From an optimization exercise on the open Yosys and OpenROAD flow, aimed at small area, a short achievable clock period and few clock cycles; shortcuts taken in it are not production practice.
Where RTL was checked, it was by simulation tests only, not by an equivalence proof against the original.
The RTL of runs 6 and 7 was laid out without a check of its function.
Power and IR drop assume default switching activity.

[flow/design.v]
module zz_extract (
    input  wire        clk,
    input  wire        rst,
    input  wire        reg_valid,
    input  wire        reg_we,
    input  wire [7:0]  reg_addr,
    input  wire [31:0] reg_wdata,
    output reg  [31:0] reg_rdata,
    output wire        coef_req,
    output wire [15:0] coef_row,
    output wire [15:0] coef_col,
    input  wire [15:0] coef_rdata,
    output reg         pay_we,
    output wire [31:0] pay_addr,
    output reg  [7:0]  pay_wdata
);
    reg        busy, done;
    reg        init;           
    reg [15:0] grid_h, grid_w;   
    reg        gh_ok, gw_ok;
    reg        req;
    reg [12:0] bxi, byi;       
    reg [2:0]  r, c;           
    reg        sdone;          
    reg        v1;             
    reg        u2, b2;         
    reg [31:0] tcnt;           
    reg [31:0] len;            
    reg [28:0] outcnt;         
    reg        hdr_ok;
    reg        underrun;
    assign coef_req = req;
    assign coef_row = {byi, r};
    assign coef_col = {bxi, c};
    assign pay_addr = {3'd0, outcnt};
    wire host_wr   = reg_valid && reg_we;
    wire wr_ok     = host_wr && !busy;
    wire wr_ctrl   = wr_ok && (reg_addr == 8'h00);
    wire cmd_start = wr_ctrl && reg_wdata[0];
    wire cmd_clear = wr_ctrl && !reg_wdata[0] && reg_wdata[1];
    wire [12:0] wq  = grid_w[15:3];
    wire [2:0]  wr8 = grid_w[2:0];
    wire [12:0] hq  = grid_h[15:3];
    wire [2:0]  hr8 = grid_h[2:0];
    reg         lc, lb;                
    wire [2:0]  cm = lc ? wr8 - 3'd1 : 3'd7;
    wire [2:0]  rm = lb ? hr8 - 3'd1 : 3'd7;
    wire        blk_end = (r == rm) && (c == cm);
    wire        even    = ~(r[0] ^ c[0]);
    reg  [2:0]  nr, nc;
    always @(*) begin
        nr = r; nc = c;
        if (even) begin
            if (c == cm)          nr = r + 3'd1;
            else if (r == 3'd0)   nc = c + 3'd1;
            else begin            nr = r - 3'd1; nc = c + 3'd1; end
        end else begin
            if (r == rm)          nc = c + 3'd1;
            else if (c == 3'd0)   nr = r + 3'd1;
            else begin            nr = r + 3'd1; nc = c - 3'd1; end
        end
    end
    wire        first   = busy && init;
    wire [12:0] bxi_inc = bxi + 13'd1;
    wire [12:0] byi_inc = byi + 13'd1;
    wire [12:0] bxi_p2  = {bxi[12:1] + 12'd1, bxi[0]};
    wire [12:0] byi_p2  = {byi[12:1] + 12'd1, byi[0]};
    wire        w_le8 = (wq == 13'd0) || ((wq == 13'd1) && (wr8 == 3'd0));
    wire        h_le8 = (hq == 13'd0) || ((hq == 13'd1) && (hr8 == 3'd0));
    wire        x1_last = (wr8 != 3'd0) ? (bxi_inc == wq) : (bxi_p2 == wq);
    wire        y1_last = (hr8 != 3'd0) ? (byi_inc == hq) : (byi_p2 == hq);
    wire        nlc  = (first || lc) ? w_le8 : x1_last;
    wire        nlb  = first ? h_le8 : (lc ? y1_last : lb);
    wire        ncm0 = nlc && (wr8 == 3'd1);
    wire        nrm0 = nlb && (hr8 == 3'd1);
    wire        last = (lc && lb) || (ncm0 && nrm0);
    wire        g_empty = !gh_ok || !gw_ok ||
                          (grid_h == 16'd0) || (grid_w == 16'd0) ||
                          (ncm0 && nrm0);
    wire usable = !((coef_rdata[15:1] == 15'd0) || (coef_rdata == 16'hFFFF));
    wire fin  = sdone && !v1 && !u2 && !pay_we;
    wire pact = hdr_ok && !((len[31:29] == 3'd0) && (len[28:0] == outcnt));
    wire [31:0] status = {20'd0, 3'd0, done && !hdr_ok, 3'd0,
                          hdr_ok && (busy || done), done && underrun,
                          done && !hdr_ok, done, busy};
    always @(posedge clk) begin
        reg_rdata <= 32'd0;
        case (reg_addr)
            8'h04: reg_rdata <= status;
            8'h08: if (gh_ok) reg_rdata <= {16'd0, grid_h};
            8'h0C: if (gw_ok) reg_rdata <= {16'd0, grid_w};
            8'h10: if (!init) reg_rdata <= len;
            8'h14: if (!init) reg_rdata <= {3'd0, outcnt};
            8'h18: if (!init) reg_rdata <= tcnt;
            default: ;
        endcase
    end
    always @(posedge clk) begin
        if (wr_ok && reg_addr == 8'h08) grid_h <= reg_wdata[15:0];
        if (wr_ok && reg_addr == 8'h0C) grid_w <= reg_wdata[15:0];
        b2 <= coef_rdata[0];
        if (first) begin
            bxi <= 13'd0;
            byi <= 13'd0;
            lc  <= nlc;
            lb  <= nlb;
            r   <= ncm0 ? 3'd1 : 3'd0;
            c   <= ncm0 ? 3'd0 : 3'd1;
        end else if (req) begin
            if (!blk_end) begin
                r <= nr;
                c <= nc;
            end else begin
                bxi <= lc ? 13'd0 : bxi_inc;
                if (lc) byi <= byi_inc;
                lc  <= nlc;
                lb  <= nlb;
                r   <= ncm0 ? 3'd1 : 3'd0;
                c   <= ncm0 ? 3'd0 : 3'd1;
            end
        end
        if (u2 && pact) begin
            case (tcnt[2:0])
                3'd0: pay_wdata <= {b2, 7'd0};
                3'd1: pay_wdata[6] <= b2;
                3'd2: pay_wdata[5] <= b2;
                3'd3: pay_wdata[4] <= b2;
                3'd4: pay_wdata[3] <= b2;
                3'd5: pay_wdata[2] <= b2;
                3'd6: pay_wdata[1] <= b2;
                default: pay_wdata[0] <= b2;
            endcase
        end
    end
    always @(posedge clk) begin
        if (rst) begin
            busy     <= 1'b0;
            done     <= 1'b0;
            init     <= 1'b0;
            gh_ok    <= 1'b0;
            gw_ok    <= 1'b0;
            req      <= 1'b0;
            sdone    <= 1'b0;
            v1       <= 1'b0;
            u2       <= 1'b0;
            tcnt     <= 32'd0;
            len      <= 32'd0;
            outcnt   <= 29'd0;
            hdr_ok   <= 1'b0;
            underrun <= 1'b0;
            pay_we   <= 1'b0;
        end else begin
            init <= cmd_start || cmd_clear;
            if (cmd_start) begin
                busy <= 1'b1;
                done <= 1'b0;
            end else if (cmd_clear) begin
                done <= 1'b0;
            end
            if (wr_ok && reg_addr == 8'h08) gh_ok <= 1'b1;
            if (wr_ok && reg_addr == 8'h0C) gw_ok <= 1'b1;
            if (first) begin
                if (g_empty) sdone <= 1'b1;
                else         req   <= 1'b1;
            end else if (req && blk_end && last) begin
                req   <= 1'b0;
                sdone <= 1'b1;
            end
            if (fin) begin
                sdone <= 1'b0;
                busy  <= 1'b0;
                done  <= 1'b1;
            end
            v1 <= req;
            u2 <= v1 && usable;
            pay_we <= 1'b0;
            if (init) begin
                tcnt     <= 32'd0;
                len      <= 32'd0;
                outcnt   <= 29'd0;
                hdr_ok   <= 1'b0;
                underrun <= 1'b0;
            end else begin
                if (u2) begin
                    tcnt <= tcnt + 32'd1;
                    if (!hdr_ok) begin
                        len <= {len[30:0], b2};
                        if (tcnt[4:0] == 5'd31) hdr_ok <= 1'b1;
                    end else if (pact && tcnt[2:0] == 3'd7) begin
                        pay_we <= 1'b1;
                    end
                end
                if (pay_we) outcnt <= outcnt + 29'd1;
                if (fin && pact) begin
                    underrun <= 1'b1;
                    if (tcnt[2:0] != 3'd0) pay_we <= 1'b1;
                end
            end
        end
    end
endmodule
[flow/flow/run.sh]
#!/bin/bash
# The standard layout (standard.sh), with the port buffers made of
# sky130_fd_sc_hd__buf_1 cells, a larger setup repair margin, and a clock
# tree of small clock buffers without dummy loads.
# make's full output goes to flow_make.log; ORFS keeps each step's own log
# under orfs/logs/.
set -uo pipefail
bash standard.sh "BUFFER_PORTS_ARGS=-buffer_cell sky130_fd_sc_hd__buf_1" SETUP_SLACK_MARGIN=5.8 \
  "CTS_ARGS=-sink_clustering_enable -repair_clock_nets -root_buf sky130_fd_sc_hd__clkbuf_16 -buf_list sky130_fd_sc_hd__clkbuf_8 -dont_use_dummy_load -sink_clustering_size 12 -sink_clustering_max_diameter 60" \
  finish > flow_make.log 2>&1
[flow/standard.sh]
#!/bin/bash
# synth_recipe.tcl (not shown) runs the flow's synth.tcl, then flattens the netlist and writes it again
# the make line also repeats each setting of config.mk as NAME=value (left out here)
make -C /OpenROAD-flow-scripts/flow DESIGN_CONFIG=/design/flow/config.mk WORK_HOME=/design/flow/orfs CLKGATE_MAP_FILE= SYNTH_SCRIPT=/design/flow/synth_recipe.tcl "${@:-finish}"
[flow/config.mk]
export PLATFORM = sky130hd
export DESIGN_NAME = zz_extract
export DESIGN_NICKNAME = zz_extract
export VERILOG_FILES = /design/flow/design.v
export SDC_FILE = /design/flow/constraint.sdc
export NUM_CORES = 4
export LEC_CHECK = 0
export CAP_MARGIN = 20
export CORE_MARGIN = 2
export CORE_UTILIZATION = 40
export SETUP_SLACK_MARGIN = 5
export SLEW_MARGIN = 20
export TNS_END_PERCENT = 0
[flow/constraint.sdc]
create_clock -name core_clock -period 8.5 [get_ports {clk}]
set_input_delay 1.7000 -clock core_clock [delete_from_list [all_inputs] [get_ports {clk}]]
set_output_delay 1.7000 -clock core_clock [all_outputs]
set_load 0.01 [all_outputs]
==> results of run 1 <==
[area by class of cell]
| class | instances | area [sq um] | share of cell area (%) |
|---|---|---|---|
| inverters | 24 | 90.1 | 0.730 |
| flip-flops and latches | 212 | 4880 | 39.5 |
| well taps | 335 | 419 | 3.40 |
| clock buffers | 23 | 350 | 2.84 |
| repair buffers | 185 | 962 | 7.79 |
| multi-input cells | 870 | 5650 | 45.7 |
[per-layer routing]
layer	share of wire, %	GRT usage (%)
met1	43	27.0
met2	48	33.9
met5	0	0
met3	5.9	3.46
met4	2.8	6.69
[registers in the layout (all words and copies together) (netlist names), 3 cells and up]
| signal | cells |
|---|---|
| bxi | 13 |
| byi | 13 |
| c | 3 |
| grid_h | 16 |
| grid_w | 16 |
| len | 32 |
| outcnt | 29 |
| pay_wdata | 8 |
| r | 3 |
| reg_rdata | 32 |
| tcnt | 32 |
[timing repair]
action                     4_1_cts  5_1_grt
cloned                           0        2
setup endpoints to repair      270      274
setup buffers                    4       26
pin swaps                        2       17
gates resized for setup          6      161
[placed cells by master, fill, tap and decap left out, types with 5 or more instances in the layout]
cell type,count
a21oi_1,70
and3_1,29
buf_4,31
dfxtp_2,26
nor4_1,21
clkbuf_2,19
xnor2_1,43
mux2i_1,9
buf_12,5
dfxtp_4,32
a31oi_1,10
or3_1,22
o21ai_0,57
ha_1,26
xor2_1,85
nand2_1,125
nand4_1,27
buf_1,126
clkbuf_8,21
and2_1,8
nor2_1,135
a22oi_1,13
o21a_1,5
edfxtp_1,48
inv_1,21
a222oi_1,32
dfxtp_1,106
nand3_1,35
nor3_1,15
[worst register-to-register path, delay by kind of cell, from the launching register on]
kind | cells | cell delay (ns)
compound gates | 4 | 0.82
simple gates | 4 | 1.05
fa+ha+maj | 1 | 0.14
flops | 1 | 0.46
buf+inv | 1 | 0.12
[through the flow]
step	setup slack, ns	total power [mW]
finish	5.72	1.66
global route	5.67	1.72
CTS	5.48	1.69
detailed placement	4.75	1.08
global placement	4.75	1.08
floorplan	5.46	1.06
[power by group through the flow]
stage / clock network (mW) / registers [mW] / logic [mW]
after floorplan: 0 / 1.05 / 0.0141
after global routing: 0.666 / 1.02 / 0.0333
after detailed placement: 0 / 1.05 / 0.0284
final: 0.612 / 1.02 / 0.0305
after global placement: 0 / 1.05 / 0.0281
after CTS: 0.635 / 1.03 / 0.0289
[final timing paths]
| path | end | slack [ns] | depth (start not counted) | start |
|---|---|---|---|---|
| hold reg to reg | underrun$_SDFFE_PP0P_ | 0.49 | 2 | underrun$_SDFFE_PP0P_ |
| setup reg to reg | req$_SDFFE_PP0P_ | 5.79 | 10 | grid_w[0]$_DFFE_PP_ |
| hold / removal | underrun$_SDFFE_PP0P_ | 0.49 | 2 | underrun$_SDFFE_PP0P_ |
| setup / recovery | coef_row[1] | 5.72 | 1 | r[1]$_SDFFCE_PP0P_ |
[cells by family (layout without fill, tap and decap cells)]
family	Yosys count	after routing	share of synthesized area (%)
simple gates	477	478	22.3
compound gates	221	221	13.7
flops	212	212	45.2
xor+xnor	128	128	10.7
buf+inv	90	232	3.46
fa+ha+maj	28	28	3.35
mux	12	12	1.19
other cells	1	3	0.0359
==> notes.md, run 1 <==
dpl cell area=11300 sq um; Max-Cap Viols=0; DR iter-0 viols=810; number of synthesized flops with an enable pin=48; Avg WL per Cell=18.0 um; Int Power=1.30 mW; Worst Path Required=6.80 ns; cells taking the most area after synthesis=dfxtp_1, edfxtp_1, xor2_1, nor2_1, nand2_1; outcome=timing/DRC/antenna clean; Finished Core Util=47.8%; Total GRT Usage=20.4%; worst setup path class=reg2out; final hold slack=0.492 ns; DR DRC count=0; clock share of power=36.9%; Seq cells post-synth=212; CTS tree=done; Tightest Pin Transition=0.850 ns; ys async rst share=0%; Comb pwr share=1.8%; largest net degree at the start of global routing=97; slowest cell on the critical path=edfxtp_1; crit-path max cell delay=0.45 ns; Fin Clk Skew=0.0443 ns; final instance area=12300 sq um; Mapped Cells=1169; CTS Buf Count=23; vias in the first global route=8501; Via Count=9175; top cell type's share of synthesized area=31.4%; first-pass GRT wire length=46200 um; crit end category=output port; GPL Wtd Cong=0.884; clock buffer depth=3; post-synthesis cell area=10400 sq um; power density over the cells=135 nW/um^2; Yosys top cell by area=dfxtp_1; fin cells=1649; Final setup viols=0; mean post-synth cell area=8.94 sq um; Chip Width=166 um; part of the power in registers=61.3%; Period minus WS final=2.78 ns; top-count cell post-synth=dfxtp_1; vias per cell=5.56; Core Box Area=25800 sq um; Hold-fix buffers, CTS=0; Cell variety after synth=67; P_sw=0.362 mW; worst-skew pair later-pin latency=0.50 ns; ANT nets after route=0; CTS Sinks=212; HP Class=reg2reg; Reg clk slew, reported paths=0.08 ns; Cells after DPL=1594; nets=1404; RSZ-0062 raised after global routing=true; Worst slew margin=42.5%; period utilization=32.7%; Post-Route WL=29600 um; Synth Flop Type=dfxtp_1; I/O pins=166; Max FO, Critical Path=3; final hold vios=0; H-Tree Depth=1; Leakage=4.47 nW; estimated wirelength of the detail-placed design=20900 um; Diodes inserted=0; Rows=59; Data arrival, critical path=1.08 ns; filler instances=2520; register area share after synthesis=45.2%; root buffer cell=clkbuf_16; P&R area growth vs syn=18.2%; chip height=166 um; Pre-Repair DR Iteration Count=7; Initial Util=40.4%; fin. max-slew vios=0; YS warnings=1; initial antenna violation count=0; critical-path cell list=buf_1; switching share of power=21.8%; Peak VDD IR=0.000109 V; Die ar.=27400 sq um; fraction of layout cells with a size suffix above 1=15.1%; delay-heaviest family, CP=flip-flops; Worst Path Buf+Inv=1; port bufs=146; CP Launch Type=register; remaining global-route overflow=0; FMAX=0.360 GHz; Setup TNS=0 ns; synth cell count leaders=dfxtp_1, nor2_1, nand2_1
Testbench counts, summed over its fixed seeds: cycles 93,551.
==> run 2, diff against run 1 <==
--- a/flow/flow/run.sh
+++ b/flow/flow/run.sh
@@ -7,4 +7,4 @@
 set -uo pipefail
 bash standard.sh "BUFFER_PORTS_ARGS=-buffer_cell sky130_fd_sc_hd__buf_1" SETUP_SLACK_MARGIN=5.8 \
-  "CTS_ARGS=-sink_clustering_enable -repair_clock_nets -root_buf sky130_fd_sc_hd__clkbuf_16 -buf_list sky130_fd_sc_hd__clkbuf_8 -dont_use_dummy_load -sink_clustering_size 12 -sink_clustering_max_diameter 60" \
+  "CTS_ARGS=-sink_clustering_enable -repair_clock_nets -root_buf sky130_fd_sc_hd__clkbuf_8 -buf_list sky130_fd_sc_hd__clkbuf_8 -dont_use_dummy_load -sink_clustering_size 16 -sink_clustering_max_diameter 70" \
   finish > flow_make.log 2>&1
--- a/flow/config.mk
+++ b/flow/config.mk
@@ -8,5 +8,5 @@
 export CAP_MARGIN = 20
 export CORE_MARGIN = 2
-export CORE_UTILIZATION = 40
+export CORE_UTILIZATION = 50
 export SETUP_SLACK_MARGIN = 5
 export SLEW_MARGIN = 20
==> run 2 against run 1 <==
  * Still clean
  * Critical path depth unchanged
  * Worst hold slack better by 0.0011 ns
  * Setup slack got worse by 0.19 ns
  * Die area down 20%
  * Sequential share of layout area grew 1.3 points
  * Register-to-register slack worse by 0.22 ns
  * Critical endpoint is now coef_col[6]
==> notes.md, run 2 <==
outcome=timing/DRC/antenna clean; CTS Sinks=212; Leakage=4.10 nW; H-Tree Depth=1; Cell variety after synth=67; number of synthesized flops with an enable pin=48; commonest non-fill, non-tap cell in the layout=dfxtp_1; worst setup path class=reg2out; Worst Hold Depth=2; largest net degree at the start of global routing=79; Max-Cap Viols=0; commonest cells after routing, fill and taps aside=dfxtp_1, buf_1, nor2_1; Int Power=1.22 mW; fraction of layout cells with a size suffix above 1=5.99%; ys async rst share=0%; Reg clk slew, reported paths=0.10 ns; chip height=149 um; DR DRC count=0; FMAX=0.337 GHz; crit end category=output port; initial antenna violation count=0; RSZ-0062 raised after global routing=true; switching share of power=22.1%; Worst slew margin=31.3%; Total GRT Usage=25.1%; final hold slack=0.493 ns; first-pass GRT wire length=44500 um; Seq cells post-synth=212; dpl cell area=11200 sq um; synth cell count leaders=dfxtp_1, nor2_1, nand2_1; Worst Path Buf+Inv=1; Period minus WS final=2.97 ns; Peak VDD IR=0.000101 V; Max FO, Critical Path=11; top-count cell post-synth=dfxtp_1; remaining global-route overflow=0; final hold vios=0; HP Class=reg2reg; mean post-synth cell area=8.94 sq um; delay-heaviest family, CP=flip-flops; Setup TNS=0 ns; nets=1376; top cell type's share of synthesized area=31.4%; post-synthesis cell area=10400 sq um; Core Box Area=20400 sq um; Mapped Cells=1169; CTS Buf Count=17; Chip Width=149 um; Yosys top cell by area=dfxtp_1; Worst R2R Path Depth=10; Synth Flop Type=dfxtp_1; Tightest Pin Transition=1.02 ns; Initial Util=51.3%; Die ar.=22100 sq um; P&R area growth vs syn=10.9%; Via Count=8916; cells taking the most area after synthesis=dfxtp_1, edfxtp_1, xor2_1, nor2_1, nand2_1; vias per cell=5.73; clock buffer depth=3; Diodes inserted=0; Data arrival, critical path=1.27 ns; clock share of power=32.3%; Comb pwr share=1.8%; critical-path cell list=buf_1; vias in the first global route=8291; power density over the cells=135 nW/um^2; Worst Hold Path EP=len[31]$_SDFFE_PP0P_; Final setup viols=0; fin. max-slew vios=0; Hold-fix buffers, CTS=0; Avg WL per Cell=18.0 um; Fin Clk Skew=0.0194 ns; slowest cell on the critical path=dfxtp_1; CP Launch Type=register; Post-Route WL=28100 um; biggest regs=len: 32 flops, reg_rdata: 32 flops, tcnt: 32 flops; I/O pins=166; YS warnings=1; crit-path max cell delay=0.56 ns; port bufs=146; root buffer cell=clkbuf_8; Rows=52; worst-skew pair later-pin latency=0.53 ns; FF-to-FF setup slack=5.57 ns; Pre-Repair DR Iteration Count=5; CTS tree=done; final instance area=11600 sq um; period utilization=34.9%; estimated wirelength of the detail-placed design=20100 um; P_sw=0.345 mW; reg-to-reg startpoint=grid_h[0]$_DFFE_PP_; part of the power in registers=65.9%; Hold Path Origin=len[31]$_SDFFE_PP0P_; Worst Path Required=6.80 ns; register area share after synthesis=45.2%; ANT nets after route=0; GPL Wtd Cong=0.874; reg-to-reg critical path endpoint=req$_SDFFE_PP0P_; DR iter-0 viols=597
==> run 2: final cells by class <==
type	count	area, sq um
Multi-Input combinational cell	869	5480
Tap cell	270	338
Inverter	24	90.1
Timing Repair Buffer	164	712
Clock buffer	17	234
Fill cell	1926	8780
Sequential cell	212	4730
==> run 2: power groups by stage <==
stage               clock, mW  combinational, mW  sequential, mW
floorplan                   0             0.0141            1.05
global placement            0             0.0276            1.05
detailed placement          0             0.0277            1.05
CTS                     0.518             0.0282            1.03
global route            0.556             0.0312            1.03
finish                  0.504             0.0284            1.03
==> run 2: stage by stage <==
stage               power [mW]  util, %  cells  worst slack, ns
detailed placement        1.08     54.9   1529             4.79
global placement          1.08     54.9   1529             4.74
floorplan                 1.06        -   1171             5.46
global route              1.62     56.9   1556             5.45
finish                    1.56     56.9   1556             5.53
CTS                       1.57     56.5   1552             5.53
==> run 2: layer usage <==
metal	vias up	track usage [%]	routed length, um
met1	4219	34.0	12400
li1	4387	-	-
met4	0	8.14	955
met5	-	0	0
met2	253	41.8	13200
met3	57	3.25	1520
==> run 2: how the worst max path moves through the flow <==
| stage | start | end | depth (start not counted) | slack (ns) |
|---|---|---|---|---|
| after global placement | reg_addr[4] | reg_rdata[1]$_DFF_P_ | 6 | 4.74 |
| after global routing | grid_w[1]$_DFFE_PP_ | c[0]$_DFFE_PP_ | 10 | 5.45 |
| final | bxi[3]$_SDFFE_PP0P_ | coef_col[6] | 1 | 5.53 |
| after floorplan | reg_addr[5] | grid_h[0]$_DFFE_PP_ | 3 | 5.46 |
| after CTS | bxi[0]$_SDFFE_PP0P_ | coef_col[3] | 1 | 5.53 |
| after detailed placement | reg_addr[4] | reg_rdata[1]$_DFF_P_ | 6 | 4.79 |
==> run 2: repair_timing <==
item,CTS,global route
pin swaps,2,4
gates resized for setup,13,4
endpoints found under the setup margin,277,278
setup buffers,6,4
endpoints found under the hold margin,0,0
==> run 2: cells by family (layout without fill, tap and decap cells) <==
| kind of cell | Yosys count | count (layout) | synth area share [%] |
|---|---|---|---|
| muxes | 12 | 12 | 1.19 |
| and+or+nand+nor | 477 | 477 | 22.3 |
| buffers and inverters | 90 | 205 | 3.46 |
| AOI/OAI and AO/OA | 221 | 221 | 13.7 |
| xor gates and xnor gates | 128 | 128 | 10.7 |
| DFF | 212 | 212 | 45.2 |
| adders and majority gates | 28 | 28 | 3.35 |
| other | 1 | 3 | 0.0359 |
==> run 2: tightest hold or removal path, delay by kind of cell, from the launching register on <==
| kind | cells | cell delay, ns |
|---|---|---|
| AOI/OAI and AO/OA | 1 | 0.05 |
| DFF | 1 | 0.34 |
| and+or+nand+nor | 1 | 0.06 |
==> run 3, diff against run 2 <==
--- a/flow/config.mk
+++ b/flow/config.mk
@@ -8,6 +8,6 @@
 export CAP_MARGIN = 20
 export CORE_MARGIN = 2
-export CORE_UTILIZATION = 50
+export CORE_UTILIZATION = 40
 export SETUP_SLACK_MARGIN = 5
 export SLEW_MARGIN = 20
-export TNS_END_PERCENT = 0
+export TNS_END_PERCENT = 10
==> run 3 against run 2 <==
  * Sequential cell count unchanged
  * Highest routed layer unchanged
  * Still clean on timing, DRC and antenna
  * Largest power group unchanged
  * Setup slack gained 0.11 ns
  * Sequential share of layout area decreased by 1.8 points
==> notes.md, run 3 <==
Via Count=9240; worst setup path class=reg2out; Avg WL per Cell=17.9 um; synth cell count leaders=dfxtp_1, nor2_1, nand2_1; FF-to-FF setup slack=5.74 ns; Synth Flop Type=dfxtp_1; Setup TNS=0 ns; largest net degree at the start of global routing=97; final instance area=12400 sq um; top-count cell post-synth=dfxtp_1; dpl cell area=11300 sq um; Total GRT Usage=20.6%; root buffer cell=clkbuf_8; worst-skew pair later-pin latency=0.53 ns; slowest cell on the critical path=dfxtp_1; mux contribution to synthesized area=1.19%; GPL Wtd Cong=0.884; clock buffer depth=3; Yosys top cell by area=dfxtp_1; Cell variety after synth=67; delay-heaviest family, CP=flip-flops; filler instances=2512; Fin Clk Skew=0.0338 ns; Pre-Repair DR Iteration Count=9; post-synthesis cell area=10400 sq um; estimated wirelength of the detail-placed design=20900 um; port bufs=146; Core Box Area=25800 sq um; H-Tree Depth=1; DR iter-0 viols=846; CTS tree=done; Leakage=4.53 nW; fin. max-slew vios=0; first-pass GRT wire length=46800 um; Peak VDD IR=0.000111 V; Int Power=1.22 mW; Tightest Pin Transition=0.831 ns; CTS Buf Count=18; Die ar.=27400 sq um; Comb pwr share=1.9%; nets=1419; area share of fa/ha/maj cells after synthesis=3.35%; remaining global-route overflow=0; initial antenna violation count=0; power density over the cells=127 nW/um^2; Hold-fix buffers, CTS=0; Final setup viols=0; chip height=166 um; Simple-Gate Fraction of Synth Area=22.3%; cells taking the most area after synthesis=dfxtp_1, edfxtp_1, xor2_1, nor2_1, nand2_1; mean post-synth cell area=8.94 sq um; Synth Area in XOR/XNOR=10.7%; Worst Path Buf+Inv=1; crit end category=output port; ys async rst share=0%; Chip Width=166 um; Post-Route WL=29800 um; part of the power in registers=65.1%; outcome=timing/DRC/antenna clean; biggest regs=len: 32 flops, reg_rdata: 32 flops, tcnt: 32 flops; RSZ-0062 raised after global routing=true; Worst slew margin=43.8%; top cell type's share of synthesized area=31.4%; final hold vios=0; CTS Sinks=212; ANT nets after route=0; Data arrival, critical path=1.16 ns; switching share of power=22.2%; Initial Util=40.4%; Max-Cap Viols=0; Worst Path Required=6.80 ns; Diodes inserted=0; vias per cell=5.55; total design power=1.57 mW; CP Launch Type=register; DR DRC count=0; commonest cells after routing, fill and taps aside=nor2_1, nand2_1, buf_1; Seq cells post-synth=212; Reg clk slew, reported paths=0.10 ns; critical-path cell list=buf_1; register area share after synthesis=45.2%; Period minus WS final=2.86 ns; Mapped Cells=1169; clock share of power=32.9%; YS warnings=1; fraction of layout cells with a size suffix above 1=15.3%; vias in the first global route=8615; commonest non-fill, non-tap cell in the layout=nor2_1; I/O pins=166; number of synthesized flops with an enable pin=48; period utilization=33.6%; Max FO, Critical Path=7; crit-path max cell delay=0.47 ns; largest family of logic cells by synthesized area=simple AND/OR/NAND/NOR gates; Rows=59; post-synthesis compound-gate area fraction=13.7%; P&R area growth vs syn=18.6%; FMAX=0.350 GHz; HP Class=reg2reg; P_sw=0.349 mW
==> run 3: metrics by stage <==
step	setup WS, ns	util [%]	hold WS (ns)	cells
after global routing	5.59	48.0	0.498	1664
after floorplan	5.46	-	0.440	1171
after CTS	5.54	45.9	0.477	1631
final	5.64	48.0	0.484	1664
after global placement	4.75	43.6	0.469	1594
after detailed placement	4.75	43.6	0.477	1594
==> run 3: layout make-up <==
type / count / area (sq um) / share of cell area (%)
Multi-Input combinational cell: 870 / 5610 / 45.3
Tap cell: 335 / 419 / 3.38
Sequential cell: 212 / 4830 / 39.0
Clock buffer: 18 / 248 / 2.00
Timing Repair Buffer: 205 / 1190 / 9.61
Inverter: 24 / 90.1 / 0.727
==> run 3: routing by layer <==
metal | wire length, um | GRT usage, %
met3 | 1640 | 3.27
met4 | 857 | 6.54
met5 | 0 | 0
met2 | 14400 | 34.6
met1 | 13000 | 27.3
==> run 3: repair_timing <==
| item | CTS | global route |
|---|---|---|
| cloned | 2 | 1 |
| gates resized for setup | 56 | 118 |
| setup buffers | 17 | 32 |
| endpoints found under the setup margin | 293 | 232 |
| pin swaps | 10 | 8 |
==> run 3: power by group through the flow <==
stage	logic [mW]	clock network, mW	registers (mW)
finish	0.0302	0.517	1.02
global route	0.0330	0.568	1.02
CTS	0.0297	0.533	1.03
detailed placement	0.0284	0	1.05
global placement	0.0281	0	1.05
floorplan	0.0141	0	1.05
==> run 3: path summary, 6_finish.rpt <==
check	start	to	cells after the start
min	len[20]$_SDFFE_PP0P_	len[21]$_SDFFE_PP0P_	2
min reg2reg	len[20]$_SDFFE_PP0P_	len[21]$_SDFFE_PP0P_	2
max	bxi[8]$_SDFFE_PP0P_	coef_col[11]	1
max reg2reg	grid_w[0]$_DFFE_PP_	bxi[3]$_SDFFE_PP0P_	12
==> run 3: logic make-up after synthesis <==
| kind of cell | Yosys count |
|---|---|
| AOI/OAI and AO/OA | 221 |
| and+or+nand+nor | 477 |
| other | 1 |
| muxes | 12 |
| adders and majority gates | 28 |
| DFF | 212 |
| xor gates and xnor gates | 128 |
| buffers and inverters | 90 |
==> run 4, diff against run 3 <==
--- a/flow/config.mk
+++ b/flow/config.mk
@@ -11,3 +11,3 @@
 export SETUP_SLACK_MARGIN = 5
 export SLEW_MARGIN = 20
-export TNS_END_PERCENT = 10
+export TNS_END_PERCENT = 0
==> run 4 against run 3 <==
  * Via count shrank 2.1%
  * Clock-buffer cell count stayed put
  * Die area stayed put
  * Non-clock buffer count decreased by 38
  * Still clean
  * Sequential cell count did not move
  * Combinational power shrank 3%
  * First-iteration DRC count increased by 1.3%
  * Critical path depth stayed put
  * Global-route usage fell by 0.25 points
  * Final area decreased by 4.5%
==> notes.md, run 4 <==
outcome=timing/DRC/antenna clean; crit-path max cell delay=0.50 ns; Yosys top cell by area=dfxtp_1; Initial Util=40.4%; met3 routed WL=1790 um; mean post-synth cell area=8.94 sq um; beginning of the critical path=bxi[9]$_SDFFE_PP0P_; register area share after synthesis=45.2%; Worst R2R Path Depth=10; Cell variety after synth=67; dpl cell area=11300 sq um; uppermost layer routed=met4; CTS tree=done; P&R area growth vs syn=13.3%; synth cell count leaders=dfxtp_1, nor2_1, nand2_1; period utilization=34.1%; Max FO, Critical Path=7; Hold Path Origin=len[20]$_SDFFE_PP0P_; remaining global-route overflow=0; ANT nets after route=0; Chip Width=166 um; first-pass GRT wire length=46300 um; commonest non-fill, non-tap cell in the layout=buf_1; Seq cells post-synth=212; cells taking the most area after synthesis=dfxtp_1, edfxtp_1, xor2_1, nor2_1, nand2_1; Peak VDD IR=0.000112 V; Avg WL per Cell=18.0 um; Leakage=4.20 nW; clock buffer depth=3; Worst Path Buf+Inv=1; ys async rst share=0%; post-synthesis compound-gate area fraction=13.7%; slowest cell on the critical path=dfxtp_1; largest family of logic cells by synthesized area=simple AND/OR/NAND/NOR gates; WL met2=13800 um; chip height=166 um; Mapped Cells=1169; Core Box Area=25800 sq um; reg-to-reg startpoint=grid_w[1]$_DFFE_PP_; nets=1380; crit end category=output port; estimated wirelength of the detail-placed design=20900 um; final hold vios=0; reg-to-reg critical path endpoint=c[0]$_DFFE_PP_; Finished Core Util=45.8%; area share of fa/ha/maj cells after synthesis=3.35%; Period minus WS final=2.89 ns; Diodes inserted=0; Worst Hold Depth=2; RSZ-0062 raised after global routing=true; GPL Wtd Cong=0.884; FMAX=0.345 GHz; delay-heaviest family, CP=flip-flops; biggest regs=len: 32 flops, reg_rdata: 32 flops, tcnt: 32 flops; critical-path cell list=buf_1; initial antenna violation count=0; Data arrival, critical path=1.19 ns; Worst slew margin=42.6%; Rows=59; port bufs=146; Die ar.=27400 sq um; Total GRT Usage=20.4%; DR iter-0 viols=857; vias in the first global route=8487; largest net degree at the start of global routing=97; Post-Route WL=29200 um; I/O pins=166; Worst Hold Path EP=len[21]$_SDFFE_PP0P_; Tightest Pin Transition=0.849 ns; top-count cell post-synth=dfxtp_1; Final setup viols=0; top cell type's share of synthesized area=31.4%; post-synthesis cell area=10400 sq um; Reg clk slew, reported paths=0.10 ns; CTS Sinks=212; Synth Flop Type=dfxtp_1; mux contribution to synthesized area=1.19%; number of synthesized flops with an enable pin=48; Max-Cap Viols=0; Simple-Gate Fraction of Synth Area=22.3%; Fin Clk Skew=0.0319 ns; worst setup path class=reg2out; root buffer cell=clkbuf_8; YS warnings=1; CP Launch Type=register; CTS Buf Count=18; routed length on met1=12800 um; FF-to-FF setup slack=5.68 ns; Synth Area in XOR/XNOR=10.7%; HP Class=reg2reg; Via Count=9043; DR DRC count=0; vias per cell=5.56; worst-skew pair later-pin latency=0.53 ns; Pre-Repair DR Iteration Count=6; final instance area=11800 sq um; Worst Path Required=6.80 ns; power density over the cells=133 nW/um^2; total design power=1.57 mW; fraction of layout cells with a size suffix above 1=10.2%; Setup TNS=0 ns; fin. max-slew vios=0; commonest cells after routing, fill and taps aside=buf_1, nor2_1, nand2_1; H-Tree Depth=1
## run 4: cell counts after synthesis
No cell type changed its count.
## run 4: timing repair
item | in CTS | in global routing
hold buffers | 0 | 0
resized for setup | 20 | 54
endpoints found under the setup margin | 293 | 281
pin swaps | 2 | 6
buffers inserted | 5 | 8
## run 4: metrics by stage
stage / hold slack (ns) / std cells / setup WS, ns
6_report: 0.487 / 1625 / 5.61
5_1_grt: 0.498 / 1625 / 5.54
4_1_cts: 0.477 / 1617 / 5.54
3_5_place_dp: 0.477 / 1594 / 4.75
3_3_place_gp: 0.469 / 1594 / 4.75
2_1_floorplan: 0.440 / 1171 / 5.46
## run 4: worst max-delay path by stage
| stage | depth (start not counted) | to |
|---|---|---|
| floorplan | 3 | grid_h[0]$_DFFE_PP_ |
| global placement | 6 | reg_rdata[0]$_DFF_P_ |
| detailed placement | 6 | reg_rdata[0]$_DFF_P_ |
| CTS | 1 | pay_addr[25] |
| global route | 10 | c[0]$_DFFE_PP_ |
| finish | 1 | coef_col[12] |
## run 4: area by class of cell
class / count / area, sq um
Sequential cell: 212 / 4790
Fill cell: 2574 / 14000
Timing Repair Buffer: 167 / 766
Multi-Input combinational cell: 869 / 5530
Tap cell: 335 / 419
Clock buffer: 18 / 248
Inverter: 24 / 90.1
## run 4: power by group
group | total, mW | switching [mW] | internal, mW
Clock | 0.516 | 0.325 | 0.191
Combinational | 0.0294 | 0.0216 | 0.00782
Sequential | 1.03 | 0.00113 | 1.03
## run 4: logic make-up after synthesis
family                     Yosys count
AOI/OAI and AO/OA                  221
xor gates and xnor gates           128
adders and majority gates           28
buffers and inverters               90
DFF                                212
muxes                               12
other                                1
and+or+nand+nor                    477
## run 4: metal layers
layer / global-route usage (%) / vias up
met5: 0 / -
met4: 5.97 / 0
met3: 3.42 / 44
met2: 34.1 / 265
met1: 27.1 / 4317
li1: - / 4417
==> run 5, diff against run 4 <==
--- a/flow/flow/run.sh
+++ b/flow/flow/run.sh
@@ -6,5 +6,5 @@
 # under orfs/logs/.
 set -uo pipefail
-bash standard.sh "BUFFER_PORTS_ARGS=-buffer_cell sky130_fd_sc_hd__buf_1" SETUP_SLACK_MARGIN=5.8 \
+bash standard.sh "BUFFER_PORTS_ARGS=-buffer_cell sky130_fd_sc_hd__buf_1" SETUP_SLACK_MARGIN=5.7 \
   "CTS_ARGS=-sink_clustering_enable -repair_clock_nets -root_buf sky130_fd_sc_hd__clkbuf_8 -buf_list sky130_fd_sc_hd__clkbuf_8 -dont_use_dummy_load -sink_clustering_size 16 -sink_clustering_max_diameter 70" \
   finish > flow_make.log 2>&1
==> run 5 against run 4 <==
  * Still clean on timing, DRC and antenna
  * Maximum frequency fell by 1.8%
  * Final cell count down 0.31%
  * Combinational power barely moved
  * Critical path type is now in2reg
  * Critical endpoint is now reg_rdata[0]$_DFF_P_
==> notes.md, run 5 <==
outcome=timing/DRC/antenna clean; Yosys top cell by area=dfxtp_1; CP Launch Type=input pin; crit-path max cell delay=0.59 ns; Core Box Area=25800 sq um; Mapped Cells=1169; filler instances=2583; final hold vios=0; DR DRC count=0; Worst Path Required=8.91 ns; Chip Width=166 um; fin. max-slew vios=0; mean post-synth cell area=8.94 sq um; Data arrival, critical path=3.36 ns; Fin Clk Skew=0.0330 ns; ANT nets after route=0; Tightest Pin Transition=0.840 ns; Diodes inserted=0; Worst Hold Depth=2; critical-path cell list=buf_1 -> nor4_4 -> and3_1 -> and3_1 -> a222oi_1 -> o21ai_0; largest family of logic cells by synthesized area=simple AND/OR/NAND/NOR gates; Hold-fix buffers, CTS=0; H-Tree Depth=1; vias in the first global route=8487; chip height=166 um; Via Count=9026; YS warnings=1; Post-Route WL=29000 um; cells taking the most area after synthesis=dfxtp_1, edfxtp_1, xor2_1, nor2_1, nand2_1; Die ar.=27400 sq um; CTS Sinks=212; Finished Core Util=45.3%; Cell variety after synth=67; Pre-Repair DR Iteration Count=7; crit end category=register; Synth Area in XOR/XNOR=10.7%; HP Class=reg2reg; largest net degree at the start of global routing=97; GPL Wtd Cong=0.884; I/O pins=166; Setup TNS=0 ns; initial antenna violation count=0; power density over the cells=134 nW/um^2; nets=1375; Synth Flop Type=dfxtp_1; Leakage=4.13 nW; ys async rst share=0%; Initial Util=40.4%; FF-to-FF setup slack=5.59 ns; Worst slew margin=43.2%; post-synthesis compound-gate area fraction=13.7%; vias per cell=5.57; Multi-input gate area=5490 sq um; Hold Path Origin=len[20]$_SDFFE_PP0P_; period utilization=34.7%; final hold slack=0.486 ns; remaining global-route overflow=0; Simple-Gate Fraction of Synth Area=22.3%; Reg clk slew, reported paths=0.10 ns; DR iter-0 viols=830; Max-Cap Viols=0; RSZ-0062 raised after global routing=true; CTS tree=done; worst-skew pair later-pin latency=0.53 ns; Total GRT Usage=20.4%; Peak VDD IR=0.000113 V; clock buffer depth=3; Avg WL per Cell=17.9 um; beginning of the critical path=reg_addr[4]; slowest cell on the critical path=and3_1; Seq cells post-synth=212; commonest non-fill, non-tap cell in the layout=dfxtp_1; fraction of layout cells with a size suffix above 1=6.61%; Worst R2R Path Depth=10; register area share after synthesis=45.2%; reg-to-reg startpoint=grid_w[1]$_DFFE_PP_; P&R area growth vs syn=12.0%; mux contribution to synthesized area=1.19%; biggest regs=len: 32 flops, reg_rdata: 32 flops, tcnt: 32 flops; Worst Hold Path EP=len[21]$_SDFFE_PP0P_; number of synthesized flops with an enable pin=48; reg-to-reg critical path endpoint=c[0]$_DFFE_PP_; worst setup path class=in2reg; post-synthesis cell area=10400 sq um; commonest cells after routing, fill and taps aside=dfxtp_1, buf_1, nor2_1; Period minus WS final=2.95 ns; Crit path top cell by count=and3_1; FMAX=0.339 GHz; area share of fa/ha/maj cells after synthesis=3.35%; port bufs=146; synth cell count leaders=dfxtp_1, nor2_1, nand2_1; first-pass GRT wire length=46300 um; top-count cell post-synth=dfxtp_1; root buffer cell=clkbuf_8; Max FO, Critical Path=16; Rows=59; Sequential Area=4740 sq um; Final setup viols=0; CTS Buf Count=18; top cell type's share of synthesized area=31.4%; estimated wirelength of the detail-placed design=20900 um
## run 5: cell counts after synthesis
Identical to the previous run, type by type.
## run 5: layout make-up
class                      instances  share of cell area [%]
tap                              335                    3.58
sequential                       212                    40.5
inverter                          24                   0.770
multi-input combinational        869                    46.9
clock buffer                      18                    2.12
timing repair buffer             162                    6.06
## run 5: cells by family (layout without fill, tap and decap cells)
family / count (synthesis) / after routing
muxes: 12 / 12
other: 1 / 3
DFF: 212 / 212
buffers and inverters: 90 / 204
AOI/OAI and AO/OA: 221 / 221
adders and majority gates: 28 / 28
xor gates and xnor gates: 128 / 128
and+or+nand+nor: 477 / 477
## run 5: where the power goes
| group | leakage [nW] | internal [mW] | switching (mW) | total [mW] |
|---|---|---|---|---|
| clock | 0.129 | 0.191 | 0.321 | 0.512 |
| combinational | 2.25 | 0.00777 | 0.0214 | 0.0292 |
| sequential | 1.75 | 1.03 | 0.00114 | 1.03 |
| total | 4.13 | 1.23 | 0.344 | 1.57 |
## run 5: per-stage QoR
step / instance area (sq um) / total power, mW / std cells / setup WS (ns)
3_3_place_gp: 11300 / 1.08 / 1594 / 4.75
6_report: 11700 / 1.57 / 1620 / 5.55
2_1_floorplan: 10500 / 1.06 / 1171 / 5.46
4_1_cts: 11600 / 1.59 / 1617 / 5.54
5_1_grt: 11700 / 1.63 / 1620 / 5.44
3_5_place_dp: 11300 / 1.08 / 1594 / 4.75
## run 5: timing repair
item,in CTS,in global routing
setup endpoints to repair,200,222
pin swaps,2,4
gates cloned,0,0
buffers inserted,5,3
resized for setup,20,8
## run 5: how the worst max path moves through the flow
stage / slack [ns] / depth (start not counted) / end
finish: 5.55 / 6 / reg_rdata[0]$_DFF_P_
CTS: 5.54 / 1 / pay_addr[25]
floorplan: 5.46 / 3 / grid_h[0]$_DFFE_PP_
global placement: 4.75 / 6 / reg_rdata[0]$_DFF_P_
detailed placement: 4.75 / 6 / reg_rdata[0]$_DFF_P_
global route: 5.44 / 10 / c[0]$_DFFE_PP_
## run 5: worst max-delay path: cells and delay by family
family          cells  cell delay (ns)
buf+inv             1             0.13
compound gates      2             0.35
simple gates        3             1.17
## run 5: routing by layer
layer	share of wire [%]	vias up	GRT usage (%)	routed length, um
li1	-	4399	-	-
met1	43	4305	27.1	12600
met2	47	278	34.1	13800
met3	6.2	44	3.42	1820
met4	2.9	0	5.97	851
met5	0	-	0	0
==> run 6, diff against run 5 <==
--- a/flow/design.v
+++ b/flow/design.v
@@ -24,5 +24,4 @@
     reg        sdone;          
     reg        v1;             
-    reg        u2, b2;         
     reg [31:0] tcnt;           
     reg [31:0] len;            
@@ -61,5 +60,5 @@
         end
     end
-    wire        first   = busy && init;
+    wire        first   = cmd_start;
     wire [12:0] bxi_inc = bxi + 13'd1;
     wire [12:0] byi_inc = byi + 13'd1;
@@ -79,5 +78,7 @@
                           (ncm0 && nrm0);
     wire usable = !((coef_rdata[15:1] == 15'd0) || (coef_rdata == 16'hFFFF));
-    wire fin  = sdone && !v1 && !u2 && !pay_we;
+    wire u2 = v1 && usable;         
+    wire b2 = coef_rdata[0];
+    wire fin  = sdone && !v1 && !pay_we;
     wire pact = hdr_ok && !((len[31:29] == 3'd0) && (len[28:0] == outcnt));
     wire [31:0] status = {20'd0, 3'd0, done && !hdr_ok, 3'd0,
@@ -99,5 +100,4 @@
         if (wr_ok && reg_addr == 8'h08) grid_h <= reg_wdata[15:0];
         if (wr_ok && reg_addr == 8'h0C) grid_w <= reg_wdata[15:0];
-        b2 <= coef_rdata[0];
         if (first) begin
             bxi <= 13'd0;
@@ -143,5 +143,4 @@
             sdone    <= 1'b0;
             v1       <= 1'b0;
-            u2       <= 1'b0;
             tcnt     <= 32'd0;
             len      <= 32'd0;
@@ -173,5 +172,4 @@
             end
             v1 <= req;
-            u2 <= v1 && usable;
             pay_we <= 1'b0;
             if (init) begin
--- a/flow/flow/run.sh
+++ b/flow/flow/run.sh
@@ -6,5 +6,5 @@
 # under orfs/logs/.
 set -uo pipefail
-bash standard.sh "BUFFER_PORTS_ARGS=-buffer_cell sky130_fd_sc_hd__buf_1" SETUP_SLACK_MARGIN=5.7 \
+bash standard.sh "BUFFER_PORTS_ARGS=-buffer_cell sky130_fd_sc_hd__buf_1" SETUP_SLACK_MARGIN=5.8 \
   "CTS_ARGS=-sink_clustering_enable -repair_clock_nets -root_buf sky130_fd_sc_hd__clkbuf_8 -buf_list sky130_fd_sc_hd__clkbuf_8 -dont_use_dummy_load -sink_clustering_size 16 -sink_clustering_max_diameter 70" \
   finish > flow_make.log 2>&1
==> run 6 against run 5 <==
  * Still clean
  * Setup slack improved by 0.035 ns
  * Final cell count rose by 2.9%
  * Worst hold slack better by 0.020 ns
  * Routed wire length rose by 5.2%
  * Clock power increased by 4%
  * Die area increased by 2.3%
  * Sequential cell count fell by 2
  * Via count increased by 1.4%
  * Critical endpoint is now req$_SDFFE_PP0P_
  * Largest power group unchanged
  * Highest routed layer unchanged
==> notes.md, run 6 <==
post-synthesis cell area=10700 sq um; Max-Cap Viols=0; Tightest Pin Transition=1.01 ns; Simple-Gate Fraction of Synth Area=22.4%; Period minus WS final=2.91 ns; Synth Area in XOR/XNOR=11.4%; ANT nets after route=0; worst-skew pair later-pin latency=0.54 ns; H-Tree Depth=1; Core Box Area=26100 sq um; vias in the first global route=8681; synth cell count leaders=nor2_1, dfxtp_1, xor2_1; Synth Flop Type=dfxtp_1; Finished Core Util=47.5%; YS warnings=1; Data arrival, critical path=3.31 ns; Yosys top cell by area=dfxtp_1; Die ar.=28100 sq um; Peak VDD IR=0.000108 V; root buffer cell=clkbuf_8; outcome=timing/DRC/antenna clean; Reg clk slew, reported paths=0.10 ns; DR DRC count=0; period utilization=34.3%; worst setup path class=in2reg; Initial Util=40.9%; filler instances=2592; largest family of logic cells by synthesized area=simple AND/OR/NAND/NOR gates; Final setup viols=0; mux contribution to synthesized area=7.24%; largest net degree at the start of global routing=97; Total GRT Usage=21.3%; GPL Wtd Cong=0.863; crit end category=register; post-synthesis compound-gate area fraction=8.89%; CTS Sinks=210; critical-path cell list=buf_1 -> nor3_2 -> and3b_2 -> buf_4 -> nand3_2 -> nor2_1 -> or3b_2 -> a211o_1 -> o2bb2ai_1; final hold slack=0.506 ns; commonest non-fill, non-tap cell in the layout=nor2_1; ys async rst share=0%; Post-Route WL=30600 um; Hold Path Origin=underrun$_SDFFE_PP0P_; Pre-Repair DR Iteration Count=16; clock buffer depth=3; Mapped Cells=1188; chip height=168 um; FF-to-FF setup slack=5.66 ns; DR iter-0 viols=630; number of synthesized flops with an enable pin=48; power density over the cells=133 nW/um^2; CTS Buf Count=19; initial antenna violation count=1; Rows=59; commonest cells after routing, fill and taps aside=nor2_1, buf_1, dfxtp_1; Via Count=9148; CP Launch Type=input pin; I/O pins=166; fraction of layout cells with a size suffix above 1=12.0%; P&R area growth vs syn=16.0%; vias per cell=5.49; Max FO, Critical Path=6; Avg WL per Cell=18.3 um; top cell type's share of synthesized area=30.3%; HP Class=reg2reg; fin worst setup slack=5.59 ns; CTS tree=done; slowest cell on the critical path=or3b_2; Worst slew margin=32.8%; Cell variety after synth=60; crit-path max cell delay=0.43 ns; Hold-fix buffers, CTS=0; fin cells=1667; Setup Slack @ Placement=4.21 ns; area share of fa/ha/maj cells after synthesis=3.16%; Worst Path Required=8.90 ns; final hold vios=0; mean post-synth cell area=9.00 sq um; Seq cells post-synth=210; nets=1420; Leakage=4.71 nW; estimated wirelength of the detail-placed design=21400 um; reg-to-reg startpoint=grid_h[1]$_DFFE_PP_; Setup TNS=0 ns; top-count cell post-synth=nor2_1; biggest regs=len: 32 flops, reg_rdata: 32 flops, tcnt: 32 flops; remaining global-route overflow=0; first-pass GRT wire length=48400 um; RSZ-0062 raised after global routing=true; port bufs=146; cells taking the most area after synthesis=dfxtp_1, edfxtp_1, xor2_1, nor2_1, mux2i_1; Fin Clk Skew=0.0441 ns; FMAX=0.343 GHz; register area share after synthesis=43.8%; fin. max-slew vios=0; Cells after DPL=1615; Chip Width=168 um; beginning of the critical path=reg_addr[0]
-- run 6: cell types whose count changed after synthesis, moves of 12 or more --
| cell | change |
|---|---|
| mux2i_1 | +65 |
| a22oi_1 | -12 |
| nor2_1 | +68 |
| a222oi_1 | -32 |
| nand2_1 | -61 |
| o21ai_0 | -22 |
-- run 6: final cells by class --
type                    instances  area, sq um  area share, %
diodes                          1         2.50         0.0202
clock buffers                  19          262           2.11
inverters                      22         82.6          0.666
multi-input cells             897         5940           47.9
flip-flops and latches        210         4750           38.3
well taps                     335          419           3.38
repair buffers                183          943           7.61
-- run 6: report_power, final --
| part | total [mW] | internal, mW | switching [mW] | leakage, nW |
|---|---|---|---|---|
| combinational | 0.0923 | 0.0357 | 0.0566 | 2.82 |
| clock | 0.530 | 0.201 | 0.329 | 0.137 |
| sequential | 1.03 | 1.02 | 0.00787 | 1.75 |
| total | 1.65 | 1.26 | 0.394 | 4.71 |
-- run 6: what timing repair did --
action / 4_1_cts / 5_1_grt
endpoints found under the hold margin: 0 / 0
setup buffers: 26 / 4
gates cloned: 2 / 0
gates resized for setup: 93 / 14
endpoints found under the setup margin: 315 / 285
pin swaps: 19 / 7
-- run 6: worst paths after layout --
check                                              to  cells past startpoint
worst min-delay path            underrun$_SDFFE_PP0P_                      2
worst min register to register  underrun$_SDFFE_PP0P_                      2
worst max register to register       req$_SDFFE_PP0P_                     10
worst max-delay path                 req$_SDFFE_PP0P_                      9
-- run 6: cell families after synthesis --
kind of cell / count (synthesis)
simple gates: 494
buf+inv: 84
fa+ha+maj: 27
mux: 77
other cells: 1
flops: 210
compound gates: 156
xor+xnor: 139
-- run 6: layer usage --
metal  share of wire (%)  track usage, %  wire length, um  vias up
met4                 2.4            5.67              727        0
met3                 5.3            2.65             1620       34
met2                  49            37.2            14900      250
li1                    -               -                -     4445
met1                  43            28.0            13300     4419
met5                   0               0                0        -
-- run 6: critical path: cells and delay by family --
kind | cells | cell delay, ns
simple gates | 5 | 0.94
buf+inv | 2 | 0.24
compound gates | 2 | 0.42
-- run 6: per-stage QoR --
step	total power, mW	instance area [sq um]
4_1_cts	1.66	12300
5_1_grt	1.70	12400
3_3_place_gp	1.13	11600
6_report	1.65	12400
3_5_place_dp	1.13	11600
2_1_floorplan	1.11	10800
==> run 7, diff against run 6 <==
--- a/flow/flow/run.sh
+++ b/flow/flow/run.sh
@@ -7,4 +7,4 @@
 set -uo pipefail
 bash standard.sh "BUFFER_PORTS_ARGS=-buffer_cell sky130_fd_sc_hd__buf_1" SETUP_SLACK_MARGIN=5.8 \
-  "CTS_ARGS=-sink_clustering_enable -repair_clock_nets -root_buf sky130_fd_sc_hd__clkbuf_8 -buf_list sky130_fd_sc_hd__clkbuf_8 -dont_use_dummy_load -sink_clustering_size 16 -sink_clustering_max_diameter 70" \
+  "CTS_ARGS=-sink_clustering_enable -repair_clock_nets -root_buf sky130_fd_sc_hd__clkbuf_16 -buf_list sky130_fd_sc_hd__clkbuf_8 -dont_use_dummy_load -sink_clustering_size 16 -sink_clustering_max_diameter 70" \
   finish > flow_make.log 2>&1
==> run 7 against run 6 <==
  * Setup slack lost 0.037 ns
  * Critical path depth is the same
  * Non-clock buffer count shrank 2
  * Synthesized cell count is the same
  * First-iteration DRC count grew 10%
  * Die area is the same
  * Routed wire length shrank 0.34%
  * Worst hold slack lost 0.0032 ns
  * Sequential share of layout area shrank 0.30 points
  * Critical path type unchanged
  * Largest cell class unchanged
  * Largest power group unchanged
==> notes.md, run 7 <==
Post-Route WL=30500 um; H-Tree Depth=1; P_sw=0.402 mW; Peak VDD IR=0.000108 V; YS warnings=1; Final setup viols=0; Worst R2R Path Depth=10; Reg clk slew, reported paths=0.10 ns; ANT nets after route=0; period utilization=34.7%; Critical Path End=req$_SDFFE_PP0P_; Setup Slack @ Placement=4.21 ns; FF-to-FF setup slack=5.58 ns; commonest non-fill, non-tap cell in the layout=nor2_1; Max-Cap Viols=0; Seq cells post-synth=210; FMAX=0.339 GHz; Worst Path Required=8.86 ns; Initial Util=40.9%; largest net degree at the start of global routing=97; crit end category=register; I/O pins=166; reg-to-reg startpoint=grid_h[0]$_DFFE_PP_; Data arrival, critical path=3.31 ns; clock buffer depth=3; P&R area growth vs syn=15.5%; clock share of power=33.8%; root buffer cell=clkbuf_16; Leakage=4.68 nW; Mapped Cells=1188; CP Launch Type=input pin; commonest cells after routing, fill and taps aside=nor2_1, dfxtp_1, buf_1; Worst slew margin=31.0%; Hold-fix buffers, CTS=0; vias in the first global route=8625; CTS Sinks=210; power density over the cells=137 nW/um^2; CTS tree=done; filler instances=2595; Yosys top cell by area=dfxtp_1; DR DRC count=0; outcome=timing/DRC/antenna clean; cells taking the most area after synthesis=dfxtp_1, edfxtp_1, xor2_1, nor2_1, mux2i_1; number of synthesized flops with an enable pin=48; worst setup path class=in2reg; first-pass GRT wire length=48100 um; Rows=59; fin worst setup slack=5.55 ns; GPL Wtd Cong=0.863; Die ar.=28100 sq um; part of the power in registers=60.9%; Setup TNS=0 ns; mean post-synth cell area=9.00 sq um; Comb pwr share=5.4%; Max FO, Critical Path=6; Core Box Area=26100 sq um; reg-to-reg critical path endpoint=req$_SDFFE_PP0P_; final hold vios=0; Via Count=9138; nets=1418; Synth Flop Type=dfxtp_1; HP Class=reg2reg; post-synthesis cell area=10700 sq um; initial antenna violation count=1; CTS Buf Count=19; synth cell count leaders=nor2_1, dfxtp_1, xor2_1; worst-skew pair later-pin latency=0.49 ns; Period minus WS final=2.95 ns; Cell variety after synth=60; Sequential Area=4690 sq um; DR iter-0 viols=696; Chip Width=168 um; ys async rst share=0%; Int Power=1.29 mW; RSZ-0062 raised after global routing=true; vias per cell=5.49; port bufs=146; beginning of the critical path=reg_addr[0]; fraction of layout cells with a size suffix above 1=8.65%; Fin Clk Skew=0.0398 ns; switching share of power=23.8%; Total GRT Usage=21.2%; top cell type's share of synthesized area=30.3%; Pre-Repair DR Iteration Count=16; top-count cell post-synth=nor2_1; register area share after synthesis=43.8%; chip height=168 um; Tightest Pin Transition=1.03 ns; estimated wirelength of the detail-placed design=21400 um; fin. max-slew vios=0; biggest regs=len: 32 flops, reg_rdata: 32 flops, tcnt: 32 flops; Avg WL per Cell=18.3 um; Multi-input gate area=5940 sq um; remaining global-route overflow=0
-- run 7: what timing repair did --
item,in CTS,in global routing
buffers inserted,18,10
gates cloned,2,0
pin swaps,10,6
gates resized for setup,39,20
setup endpoints to repair,288,268
-- run 7: per-layer routing --
layer	track usage, %	vias to the layer above	routed length [um]
met2	36.7	239	14800
met1	27.9	4418	13300
met4	6.16	0	818
li1	-	4442	-
met5	0	-	0
met3	2.72	39	1530
-- run 7: cell families after synthesis --
| logic type | synth area share, % |
|---|---|
| compound gates | 8.89 |
| xor+xnor | 11.4 |
| fa+ha+maj | 3.16 |
| buf+inv | 3.08 |
| flops | 43.8 |
| mux | 7.24 |
| other cells | 0.0351 |
| simple gates | 22.4 |
-- run 7: per-stage QoR --
step	power, mW	utilization, %	cells	hold slack (ns)	area, sq um
2_1_floorplan	1.11	-	1190	0.441	10800
3_3_place_gp	1.13	44.2	1614	0.460	11600
3_5_place_dp	1.13	44.3	1615	0.463	11600
4_1_cts	1.70	46.6	1654	0.482	12200
5_1_grt	1.74	47.3	1665	0.549	12400
6_report	1.69	47.3	1665	0.503	12400
-- run 7: cell type report --
cell class	instances	area share, %
timing repair buffer	181	7.46
multi-input combinational	897	48.1
antenna	1	0.0203
clock buffer	19	2.39
tap	335	3.39
sequential	210	38.0
inverter	22	0.668
-- run 7: how the worst min path moves through the flow --
stage | from | end | depth (start not counted)
3_3_place_gp | underrun$_SDFFE_PP0P_ | underrun$_SDFFE_PP0P_ | 2
4_1_cts | underrun$_SDFFE_PP0P_ | underrun$_SDFFE_PP0P_ | 2
6_report | underrun$_SDFFE_PP0P_ | underrun$_SDFFE_PP0P_ | 2
5_1_grt | grid_w[1]$_DFFE_PP_ | reg_rdata[1]$_DFF_P_ | 1
3_5_place_dp | underrun$_SDFFE_PP0P_ | underrun$_SDFFE_PP0P_ | 2
2_1_floorplan | underrun$_SDFFE_PP0P_ | underrun$_SDFFE_PP0P_ | 2
-- run 7: worst max-delay path, cell delays in order --
cell and delay (ns):
buf_1 0.09, nor3_2 0.06, and3b_2 0.24, buf_4 0.15, nand3_2 0.14, nor2_1 0.08, or3b_2 0.43, a211o_1 0.30
o2bb2ai_1 0.12
-- run 7: power groups by stage --
stage                     registers (mW)  clock network [mW]  logic (mW)
final                               1.03               0.571      0.0905
after global routing                1.03               0.607      0.0986
after CTS                           1.03               0.581      0.0891
after detailed placement            1.05                   0      0.0809
after global placement              1.05                   0      0.0799
after floorplan                     1.05                   0      0.0563
==> run 8, diff against run 7 <==
--- a/flow/design.v
+++ b/flow/design.v
@@ -24,4 +24,5 @@
     reg        sdone;          
     reg        v1;             
+    reg        u2, b2;         
     reg [31:0] tcnt;           
     reg [31:0] len;            
@@ -60,5 +61,5 @@
         end
     end
-    wire        first   = cmd_start;
+    wire        first   = busy && init;
     wire [12:0] bxi_inc = bxi + 13'd1;
     wire [12:0] byi_inc = byi + 13'd1;
@@ -78,7 +79,5 @@
                           (ncm0 && nrm0);
     wire usable = !((coef_rdata[15:1] == 15'd0) || (coef_rdata == 16'hFFFF));
-    wire u2 = v1 && usable;         
-    wire b2 = coef_rdata[0];
-    wire fin  = sdone && !v1 && !pay_we;
+    wire fin  = sdone && !v1 && !u2 && !pay_we;
     wire pact = hdr_ok && !((len[31:29] == 3'd0) && (len[28:0] == outcnt));
     wire [31:0] status = {20'd0, 3'd0, done && !hdr_ok, 3'd0,
@@ -100,4 +99,5 @@
         if (wr_ok && reg_addr == 8'h08) grid_h <= reg_wdata[15:0];
         if (wr_ok && reg_addr == 8'h0C) grid_w <= reg_wdata[15:0];
+        b2 <= coef_rdata[0];
         if (first) begin
             bxi <= 13'd0;
@@ -143,4 +143,5 @@
             sdone    <= 1'b0;
             v1       <= 1'b0;
+            u2       <= 1'b0;
             tcnt     <= 32'd0;
             len      <= 32'd0;
@@ -172,4 +173,5 @@
             end
             v1 <= req;
+            u2 <= v1 && usable;
             pay_we <= 1'b0;
             if (init) begin
--- a/flow/config.mk
+++ b/flow/config.mk
@@ -8,5 +8,5 @@
 export CAP_MARGIN = 20
 export CORE_MARGIN = 2
-export CORE_UTILIZATION = 40
+export CORE_UTILIZATION = 35
 export SETUP_SLACK_MARGIN = 5
 export SLEW_MARGIN = 20
==> run 8 against run 7 <==
  * Via count decreased by 0.11%
  * Clock power decreased by 3%
  * Sequential share of layout area increased by 1.9 points
  * Routed wire length decreased by 1.0%
  * Setup slack improved by 0.13 ns
  * Total power decreased by 4.9%
  * Critical path type is now reg2out
==> notes.md, run 8 <==
Tightest Pin Transition=0.914 ns; final hold vios=0; Die ar.=31200 sq um; Worst Hold Path EP=len[26]$_SDFFE_PP0P_; reg-to-reg critical path endpoint=c[0]$_DFFE_PP_; vias in the first global route=8534; Avg WL per Cell=17.9 um; FMAX=0.355 GHz; Core Box Area=29500 sq um; Pre-Repair DR Iteration Count=9; post-synthesis compound-gate area fraction=13.7%; top cell type's share of synthesized area=31.4%; cells taking the most area after synthesis=dfxtp_1, edfxtp_1, xor2_1, nor2_1, nand2_1; Synth Flop Type=dfxtp_1; worst-skew pair later-pin latency=0.49 ns; slowest cell on the critical path=edfxtp_1; Fin Clk Skew=0.0203 ns; Yosys top cell by area=dfxtp_1; port bufs=146; Max FO, Critical Path=5; Post-Route WL=30100 um; Crit. path cell count=1; Hold Path Origin=len[25]$_SDFFE_PP0P_; vias per cell=5.42; RSZ-0062 raised after global routing=true; mux contribution to synthesized area=1.19%; power density over the cells=133 nW/um^2; biggest regs=len: 32 flops, reg_rdata: 32 flops, tcnt: 32 flops; Period minus WS final=2.82 ns; synth cell count leaders=dfxtp_1, nor2_1, nand2_1; DR iter-0 viols=734; Setup TNS=0 ns; Mapped Cells=1169; fraction of layout cells with a size suffix above 1=11.9%; Worst Path Buf+Inv=1; critical-path cell list=clkbuf_2; post-synthesis cell area=10400 sq um; CTS Sinks=212; chip height=177 um; nets=1384; root buffer cell=clkbuf_16; register area share after synthesis=45.2%; commonest cells after routing, fill and taps aside=nor2_1, buf_1, nand2_1; dpl cell area=11300 sq um; clock buffer depth=3; reg-to-reg startpoint=grid_w[0]$_DFFE_PP_; estimated wirelength of the detail-placed design=21600 um; area share of fa/ha/maj cells after synthesis=3.35%; Worst Hold Depth=2; top-count cell post-synth=dfxtp_1; Leakage=4.29 nW; CTS tree=done; ys async rst share=0%; Simple-Gate Fraction of Synth Area=22.3%; period utilization=33.1%; remaining global-route overflow=0; Worst R2R Path Depth=10; Max-Cap Viols=0; GPL Wtd Cong=0.898; YS warnings=1; HP Class=reg2reg; Hold-fix buffers, CTS=0; largest net degree at the start of global routing=97; FF-to-FF setup slack=5.76 ns; DR DRC count=0; fin. max-slew vios=0; mean post-synth cell area=8.94 sq um; Peak VDD IR=0.000113 V; final instance area=12000 sq um; first-pass GRT wire length=46500 um; ANT nets after route=0; worst setup path class=reg2out; number of synthesized flops with an enable pin=48; Worst slew margin=38.2%; H-Tree Depth=1; Synth Area in XOR/XNOR=10.7%; Data arrival, critical path=1.12 ns; initial antenna violation count=0; Chip Width=177 um; P&R area growth vs syn=15.2%; Initial Util=35.4%; Cell variety after synth=67; crit end category=output port; I/O pins=166; final hold slack=0.483 ns; crit-path max cell delay=0.47 ns; Reg clk slew, reported paths=0.11 ns; Seq cells post-synth=212; CTS Buf Count=18; Via Count=9128; Worst Path Required=6.80 ns; outcome=timing/DRC/antenna clean; CP Launch Type=register; Final setup viols=0; largest family of logic cells by synthesized area=simple AND/OR/NAND/NOR gates; Rows=63; Total GRT Usage=18.5%; delay-heaviest family, CP=flip-flops
==> run 8: cell families (layout without fill, tap and decap cells) <==
kind of cell / Yosys count / count (layout)
AOI/OAI and AO/OA: 221 / 221
and+or+nand+nor: 477 / 477
adders and majority gates: 28 / 28
muxes: 12 / 12
other: 1 / 4
buffers and inverters: 90 / 213
DFF: 212 / 212
xor gates and xnor gates: 128 / 128
==> run 8: what timing repair did <==
| item | CTS | global route |
|---|---|---|
| setup endpoints to repair | 276 | 271 |
| endpoints found under the hold margin | 0 | 0 |
| pin swaps | 2 | 8 |
| cloned | 0 | 0 |
| buffers inserted | 1 | 16 |
| resized for setup | 7 | 97 |
==> run 8: how the worst max path moves through the flow <==
stage,from,to
after CTS,reg_addr[4],reg_rdata[0]$_DFF_P_
after floorplan,reg_addr[5],grid_h[0]$_DFFE_PP_
after global placement,reg_addr[4],reg_rdata[12]$_DFF_P_
after global routing,reg_addr[4],done$_SDFFE_PP0P_
after detailed placement,reg_addr[4],reg_rdata[0]$_DFF_P_
final,r[0]$_DFFE_PP_,coef_row[0]
==> run 8: final cells by class <==
class	instances	area (sq um)
fillers	3041	17400
multi-input cells	869	5570
flip-flops and latches	212	4810
repair buffers	171	800
well taps	390	488
clock buffers	18	282
inverters	24	90.1
diodes	1	2.50
==> run 8: power by group <==
group | total (mW) | switching (mW) | internal [mW]
combinational | 0.0290 | 0.0212 | 0.00787
sequential | 1.03 | 0.00111 | 1.02
clock | 0.552 | 0.329 | 0.223
==> run 8: through the flow <==
stage	worst slack, ns	power [mW]	utilization, %	cells
finish	5.68	1.61	40.8	1685
global route	5.63	1.67	40.8	1684
global placement	4.76	1.08	38.5	1649
detailed placement	4.68	1.08	38.5	1649
CTS	5.47	1.63	39.6	1668
floorplan	5.46	1.06	-	1171
==> run 8: layer usage <==
layer | part of all wire [%] | up-vias | wire length [um] | GRT usage (%)
li1 | - | 4405 | - | -
met1 | 43 | 4405 | 13000 | 24.1
met2 | 49 | 275 | 14600 | 31.3
met3 | 5.8 | 43 | 1740 | 3.07
met4 | 2.5 | 0 | 765 | 5.65
met5 | 0 | - | 0 | 0
Testbench counts of run 8, summed over its fixed seeds: cycles 93,551.

[afterwards: timing with drivers on the ports]
No port has a modelled driver above. Below, the same layouts with a new extraction and two added sets of constraints. Step 1 sets driving cells, clkbuf_16 on the clock port and buf_2 on the other inputs (assumed; they add their load-dependent delay and slew). Step 2, shift: input delay + t, output delay - t, t = (earliest + latest rising clock arrival at the registers) / 2. This alone moves slack from input paths to output paths. Slacks: no drivers / after step 1 / after step 2; pairs: no drivers / after step 1.
run | shift t [ns] | setup slack, ns | clock arrival spread, ns | worst register clock-pin slew, ns
run 1 | 0.522 | 5.721 / 5.672 / 5.265 | 0.050 / 0.051 | 0.09 / 0.09
run 2 | 0.557 | 5.532 / 5.490 / 5.033 | 0.019 / 0.019 | 0.11 / 0.11
run 3 | 0.555 | 5.640 / 5.599 / 5.152 | 0.034 / 0.035 | 0.10 / 0.10
run 4 | 0.557 | 5.605 / 5.563 / 5.164 | 0.032 / 0.033 | 0.10 / 0.10
run 5 | 0.556 | 5.552 / 5.512 / 5.018 | 0.034 / 0.034 | 0.10 / 0.10
run 6 | 0.553 | 5.587 / 5.598 / 5.052 | 0.044 / 0.045 | 0.11 / 0.11
run 7 | 0.517 | 5.550 / 5.506 / 5.039 | 0.041 / 0.040 | 0.11 / 0.11
run 8 | 0.525 | 5.685 / 5.636 / 5.207 | 0.020 / 0.020 | 0.11 / 0.11
After both steps every run listed still meets setup and hold. For run 6, which loses most, drivers alone change the setup slack by +0.011 ns; drivers and shift together by -0.535 ns.
